This design comes from an exercise in tuning for small area, a short achievable clock period and few clock cycles per item on the open sky130 flow, not from production work.
The RTL was checked by simulation tests, not by an equivalence proof against the original design.
No activity file was given, so power comes from the tool's default toggle rates.

== north ==
Design qvlc_enc, start of the top module:
module qvlc_enc (
    input  wire        clk,
    input  wire        rst,         
    input  wire        in_valid,
    output wire        in_ready,
    input  wire [15:0] in_coef,     
    input  wire [3:0]  in_qno,      
    input  wire [1:0]  in_cls,      
    input  wire        in_mode,     
    output wire        out_valid,
    input  wire        out_ready,
    output wire [15:0] out_val,     
    output wire [4:0]  out_len,     
    output wire        out_last,    
    output wire        out_err,     
    output wire [11:0] out_bits     
);
Size in the first run: roughly 1,200 cells after synthesis, ~680 flip-flops, roughly 64 I/O pins, about 17,000 µm² of cells after synthesis.
Settings: LEC_CHECK=0, CAP_MARGIN=20, CORE_MARGIN=2, CORE_UTILIZATION=60, CTS_CLUSTER_DIAMETER=70, CTS_CLUSTER_SIZE=36, SETUP_SLACK_MARGIN=5, SLEW_MARGIN=20; clock period 9.0 ns.
standard.sh (not shown) runs the stock make flow with config.mk's settings and CLKGATE_MAP_FILE= SYNTH_SCRIPT=/design/flow/synth_recipe.tcl, a recipe that flattens the netlist after the stock synthesis.
==> flow/flow/run.sh <==
#!/bin/bash
set -euo pipefail
bash standard.sh finish SETUP_SLACK_MARGIN=6.0 > standard_make.log 2>&1
Testbench counts of north, summed over its fixed seeds: cycles 21,000, blocks 320.
Changes in south relative to north:
diff --git a/flow/config.mk b/flow/config.mk
--- a/flow/config.mk
+++ b/flow/config.mk
@@ -9,6 +9,6 @@
 export CORE_MARGIN = 2
 export CORE_UTILIZATION = 60
-export CTS_CLUSTER_DIAMETER = 70
-export CTS_CLUSTER_SIZE = 36
+export CTS_CLUSTER_DIAMETER = 100
+export CTS_CLUSTER_SIZE = 30
 export SETUP_SLACK_MARGIN = 5
 export SLEW_MARGIN = 20
## What came out
south vs. north: setup slack moved down, worst max-slew margin expressed relative to the limit level, peak supply drop moved down.
south reports its timing endpoint of the critical path as werr$_DFFE_PP_ while north reports out_val[15].
Compared north against south; non-clock buffer area fraction after layout within noise.
The wire length of the first global-routing pass on north is in line with that on south.
Cell with the largest stage delay on the worst path: sky130_fd_sc_hd__or4_4 -> south, sky130_fd_sc_hd__edfxtp_1 -> north
In terms of via count, north and south differ only marginally.
Sort south and north by logic depth of the worst setup path including buffers asc -> top: north
Diff north -> south | post-layout instance area | down slightly
From south to north, sequential cell count did not move at all.
For north, the source of the critical timing path was oval[14]$_SDFFCE_PP0P_, unlike south, where it was in_coef[1].
#### Input delta (east over south)
==> flow/flow/run.sh <==
#!/bin/bash
set -euo pipefail
bash standard.sh finish SETUP_SLACK_MARGIN=6.5 > standard_make.log 2>&1
Results
- Of east and south, it is east that has the higher area of combinational cells with multiple inputs.
- | cell area | higher: east |
- Total power up about 0.6% in east wrt south
- The global-route usage in east was higher than what south gave.
- Post-route DRC violation count: south vs east identical
- south → east: worst-case vdd ir drop decreased by 0.000014 V relative to the old numbers; count of placed standard cells in the final layout, fillers left out increased by about 2.5% relative to the old numbers.
The following lists how west was set up differently from east:
diff --git a/flow/config.mk b/flow/config.mk
--- a/flow/config.mk
+++ b/flow/config.mk
@@ -8,6 +8,6 @@
 export CAP_MARGIN = 20
 export CORE_MARGIN = 2
-export CORE_UTILIZATION = 60
-export CTS_CLUSTER_DIAMETER = 100
+export CORE_UTILIZATION = 50
+export CTS_CLUSTER_DIAMETER = 80
 export CTS_CLUSTER_SIZE = 30
 export SETUP_SLACK_MARGIN = 5
## What came out
west vs. east: global-route wire length before repair went up by 3.3%; wire length went up by about 2%; smallest hold slack went up by 0.0075 ns.
Comparing the two runs side by side, west comes out behind east on worst vdd rail ir drop.
Looking at cell area across both flows, west is the weaker of the two, with east ahead.
Initial standard-cell utilization of the core (west over east): decrease, 10 points
Compared west vs east, and area growth from synthesis to final layout is up in west.
Diff east -> west: non-clock buffer count fell 1, final core utilization moved down, clock group share of total power shows an increase of 1.3 points.


== before ==
The RTL this note starts from:
==> flow/design.v <==
module qvlc_enc (
    input  wire        clk,
    input  wire        rst,         
    input  wire        in_valid,
    output wire        in_ready,
    input  wire [15:0] in_coef,     
    input  wire [3:0]  in_qno,      
    input  wire [1:0]  in_cls,      
    input  wire        in_mode,     
    output wire        out_valid,
    input  wire        out_ready,
    output wire [15:0] out_val,     
    output wire [4:0]  out_len,     
    output wire        out_last,    
    output wire        out_err,     
    output wire [11:0] out_bits     
);
    localparam RL = 64;             
    reg  [RL*9-1:0] ring;           
    wire [8:0]      ring_in;        
    always @(posedge clk)
        ring <= {ring[(RL-1)*9-1:0], ring_in};
    wire [8:0] tap  = ring[61*9 +: 9];    
    reg        rdy;                 
    reg  [5:0] wd;                  
    reg  [6:0] span;                
    reg  [5:0] wj;                  
    reg  [3:0] qe;                  
    reg        c3;                  
    reg        mode;
    reg        werr;                
    reg  [5:0] widx;                
    reg        pv;                  
    reg        pdc;                 
    reg  [7:0] pamp;                
    reg        pneg;                
    reg        pend;
    wire in_fire = in_valid && rdy && !rst;
    wire [1:0] zone = mode ? wj[1:0] : wj[5:4];
    wire [3:0] qs   = qe + {2'd0, zone};
    wire [2:0] sh   = (qs[3:2] == 2'd0) ? {2'd0, c3} : qs[3:1] - 3'd1;
    wire [14:0] ix  = in_coef[14:0];
    reg         ibig;
    always @(*) begin
        case (sh)
            3'd0:    ibig = in_coef[15] ? !((&ix[14:8])  && (|ix[7:0]))  : (|ix[14:8]);
            3'd1:    ibig = in_coef[15] ? !((&ix[14:9])  && (|ix[8:0]))  : (|ix[14:9]);
            3'd2:    ibig = in_coef[15] ? !((&ix[14:10]) && (|ix[9:0]))  : (|ix[14:10]);
            3'd3:    ibig = in_coef[15] ? !((&ix[14:11]) && (|ix[10:0])) : (|ix[14:11]);
            3'd4:    ibig = in_coef[15] ? !((&ix[14:12]) && (|ix[11:0])) : (|ix[14:12]);
            default: ibig = in_coef[15] ? !((&ix[14:13]) && (|ix[12:0])) : (|ix[14:13]);
        endcase
    end
    wire        x_neg = in_coef[15];
    wire [7:0]  v     = (ix >> sh) ^ {8{x_neg}};
    reg         c;
    always @(*) begin
        case (sh)
            3'd0:    c = x_neg;
            3'd1:    c = x_neg & (ix[0]   == 1'd0);
            3'd2:    c = x_neg & (ix[1:0] == 2'd0);
            3'd3:    c = x_neg & (ix[2:0] == 3'd0);
            3'd4:    c = x_neg & (ix[3:0] == 4'd0);
            default: c = x_neg & (ix[4:0] == 5'd0);
        endcase
    end
    wire [7:0]  q_amp = v + {7'd0, c};
    wire        p_nz  = (pamp != 8'd0);
    assign ring_in = pv ? {pdc || (pneg && p_nz), pdc ? 8'd0 : pamp}
                        : ring[(RL-1)*9 +: 9];
    reg        ract;                
    reg  [5:0] run;
    reg  [5:0] rd;                  
    reg        al;                  
    reg        tz, ta1, ta2, ta3;   
    reg        tm;                  
    reg        lz, la1, lm;         
    reg        ov;                  
    reg [15:0] oval;
    reg  [4:0] olen;
    reg        olast;
    reg        ofirst;              
    reg        oerr;
    reg  [9:0] obits;               
    wire       ospace = !ov || out_ready;
    wire [7:0] amp   = tap[7:0];
    wire       sgn   = tap[8];
    wire [5:0] r     = ract ? run : 6'd0;
    wire       r_0   = (r == 6'd0);
    wire       r_1   = (r == 6'd1);
    wire       r_2   = (r == 6'd2);
    wire       is_eob = tm;
    wire       split1 = tz && !lz && (!la1 || !(r_0 || r_1));
    reg [15:0] t_val;
    reg  [4:0] t_len;
    always @(*) begin
        if (is_eob) begin
            t_val = 16'h0006; t_len = 5'd4;
        end else if (tz) begin                         
            if (r_0) begin t_val = 16'h007C;           t_len = 5'd7;  end
            else     begin t_val = {10'h07E, r};       t_len = 5'd13; end
        end else if (ta1 && r_1) begin
            t_val = {11'd0, 4'b0111, sgn};  t_len = 5'd5;
        end else if (ta1 && r_2) begin
            t_val = {10'd0, 5'b10100, sgn}; t_len = 5'd6;
        end else if (ta1) begin
            t_val = {14'd0, 1'b0, sgn};     t_len = 5'd3;
        end else if (ta2) begin
            t_val = {12'd0, 3'b010, sgn};   t_len = 5'd4;
        end else if (ta3) begin
            t_val = {11'd0, 4'b1000, sgn};  t_len = 5'd5;
        end else begin
            t_val = {7'b1111111, amp, sgn}; t_len = 5'd16;
        end
    end
    wire emit    = is_eob || !tz || split1;
    wire start   = !ract && pend;                       
    wire do_err  = start && werr && ospace;
    wire can_go  = al && (ract || (pend && !werr));
    wire step    = can_go && (!emit || ospace);
    wire load    = (step && emit) || do_err;
    wire s_le63 = (span[6] == 1'b0);
    wire s_64   = (span == 7'd64);
    wire s_65   = (span == 7'd65);
    wire span_ok = do_err || s_le63 || (s_64 && !(in_fire && !step)) ||
                   (s_65 && step && !in_fire);
    wire [6:0] span_n = span + {6'd0, in_fire} - {6'd0, step} - (do_err ? 7'd64 : 7'd0);
    assign in_ready = rdy;
    always @(posedge clk) begin
        if (rst) begin
            rdy    <= 1'b1;
            wd     <= 6'd1;
            rd     <= 6'd2;
            al     <= 1'b1;
            span   <= 7'd0;
            wj     <= 6'd0;
            pv     <= 1'b0;
            pdc    <= 1'b0;
            pend   <= 1'b0;
            ract   <= 1'b0;
            ov     <= 1'b0;
            ofirst <= 1'b1;
        end else begin
            wd   <= in_fire ? wd : wd - 6'd1;
            span <= span_n;
            rdy  <= (in_fire || wd == 6'd2) && span_ok;
            pv   <= in_fire;
            pdc  <= in_fire && (wj == 6'd0);
            if (in_fire) wj <= wj + 6'd1;
            if (in_fire && wj == 6'd63) pend <= 1'b1;
            else if (start && (do_err || step)) pend <= 1'b0;
            rd <= step ? rd : rd - 6'd1;
            al <= step ? al : (rd == 6'd3);
            if (step) begin
                ract <= !is_eob;
                run  <= tz ? r + 6'd1 : 6'd0;
            end
            if (load) ov <= 1'b1;
            else if (out_ready) ov <= 1'b0;
            if (load) ofirst <= do_err || is_eob;
        end
    end
    always @(posedge clk) begin
        if (in_fire && wj == 6'd0) begin
            qe   <= 4'd8 - {1'b0, in_qno[3:1]} - {3'd0, in_qno == 4'd15} + {2'd0, in_cls == 2'd3, 1'b0};
            c3   <= (in_cls == 2'd3);
            mode <= in_mode;
        end
        if (in_fire && wj != 6'd0 && ibig && (!werr || wj == 6'd1)) begin
            werr <= 1'b1;
            widx <= wj;
        end else if (in_fire && wj == 6'd1) begin
            werr <= 1'b0;
        end
        pamp  <= q_amp;
        pneg  <= x_neg;
        lz  <= (ring[59*9 +: 8] == 8'd0);
        la1 <= (ring[59*9 +: 8] == 8'd1);
        lm  <= (ring[59*9 +: 9] == 9'h100);
        tz  <= lz;
        ta1 <= la1;
        tm  <= lm;
        ta2 <= (ring[60*9 +: 8] == 8'd2);
        ta3 <= (ring[60*9 +: 8] == 8'd3);
        if (load) begin
            oerr  <= do_err;
            olast <= do_err || is_eob;
            oval  <= do_err ? {10'd0, widx} : t_val;
            olen  <= do_err ? 5'd0 : t_len;
            obits <= do_err ? 10'd0 : (ofirst ? 10'd0 : obits) + {5'd0, t_len};
        end
    end
    assign out_valid = ov;
    assign out_val   = oval;
    assign out_len   = olen;
    assign out_last  = olast;
    assign out_err   = oerr;
    assign out_bits  = {2'd0, obits};
endmodule
Settings: LEC_CHECK=0, CAP_MARGIN=20, CORE_MARGIN=2, CORE_UTILIZATION=80, CTS_CLUSTER_DIAMETER=100, CTS_CLUSTER_SIZE=30, PLACE_DENSITY=0.85, SETUP_SLACK_MARGIN=5, SLEW_MARGIN=20; clock period 9.0 ns.
==> flow/flow/run.sh <==
#!/bin/bash
set -euo pipefail
bash standard.sh finish SETUP_SLACK_MARGIN=6.0 > standard_make.log 2>&1
before failed in clock tree synthesis (4_1_cts) with DPL-0033.
Testbench counts of before, summed over its fixed seeds: cycles 21,000, blocks 320.
What after does differently from before at the input level:
==> flow/config.mk <==
export PLATFORM = sky130hd
export DESIGN_NAME = qvlc_enc
export DESIGN_NICKNAME = qvlc_enc
export VERILOG_FILES = /design/flow/design.v
export SDC_FILE = /design/flow/constraint.sdc
export NUM_CORES = 4
export LEC_CHECK = 0
export CAP_MARGIN = 20
export CORE_MARGIN = 2
export CORE_UTILIZATION = 70
export CTS_CLUSTER_DIAMETER = 100
export CTS_CLUSTER_SIZE = 30
export SETUP_SLACK_MARGIN = 5
export SLEW_MARGIN = 20
### Flow results
after ended with every stage complete and zero timing, DRC or antenna violations.
NOTE post-cts repair resize count before->after decreased by more than a quarter
Diff before..after | share of flip-flops with an asynchronous set or reset | unchanged
Reported for before and after, per-instance average area after synthesis turned out identical to the last digit.
after vs before: number of buffers inserted to repair setup after CTS down
| number of core rows | higher: after |
Re fraction of the yosys area taken by sequential cells: no difference whatsoever between after and before.
Of before and after, the run reporting the lower total cell area at the placement stage was before.

-- separate check: timing with driven ports --
The results above use ideal ports. As a check the final layouts listed here were re-extracted and re-timed, cells and wires unchanged. Step 1 assumes that a clkbuf_16 drives the clock port and a buf_2 every other input. Step 2 adds t to the input delays and takes it off the output delays; t is the mean of the earliest and latest rising clock arrival at the registers after step 1. Input paths then give back, and output paths get back, about the clock's delay inside the block. a / b / c = ideal ports / drivers / drivers and shift; a / b = the first two.
run	t (ns)	slack for setup (ns)	worst setup path after step 2	worst slew at a driven data input, ns
north	0.615	5.963 / 5.914 / 5.388	input to register	0.05
south	0.602	5.911 / 5.922 / 5.320	input to register	0.05
east	0.615	5.941 / 5.892 / 5.368	input to register	0.05
west	0.615	5.925 / 5.875 / 5.436	input to register	0.05
after	0.606	5.210 / 5.210 / 4.624	input to register	0.06
After both steps setup and hold are still met in every run listed. The setup slack of south, which loses most, moves by +0.011 ns with the drivers and by -0.591 ns with both steps.
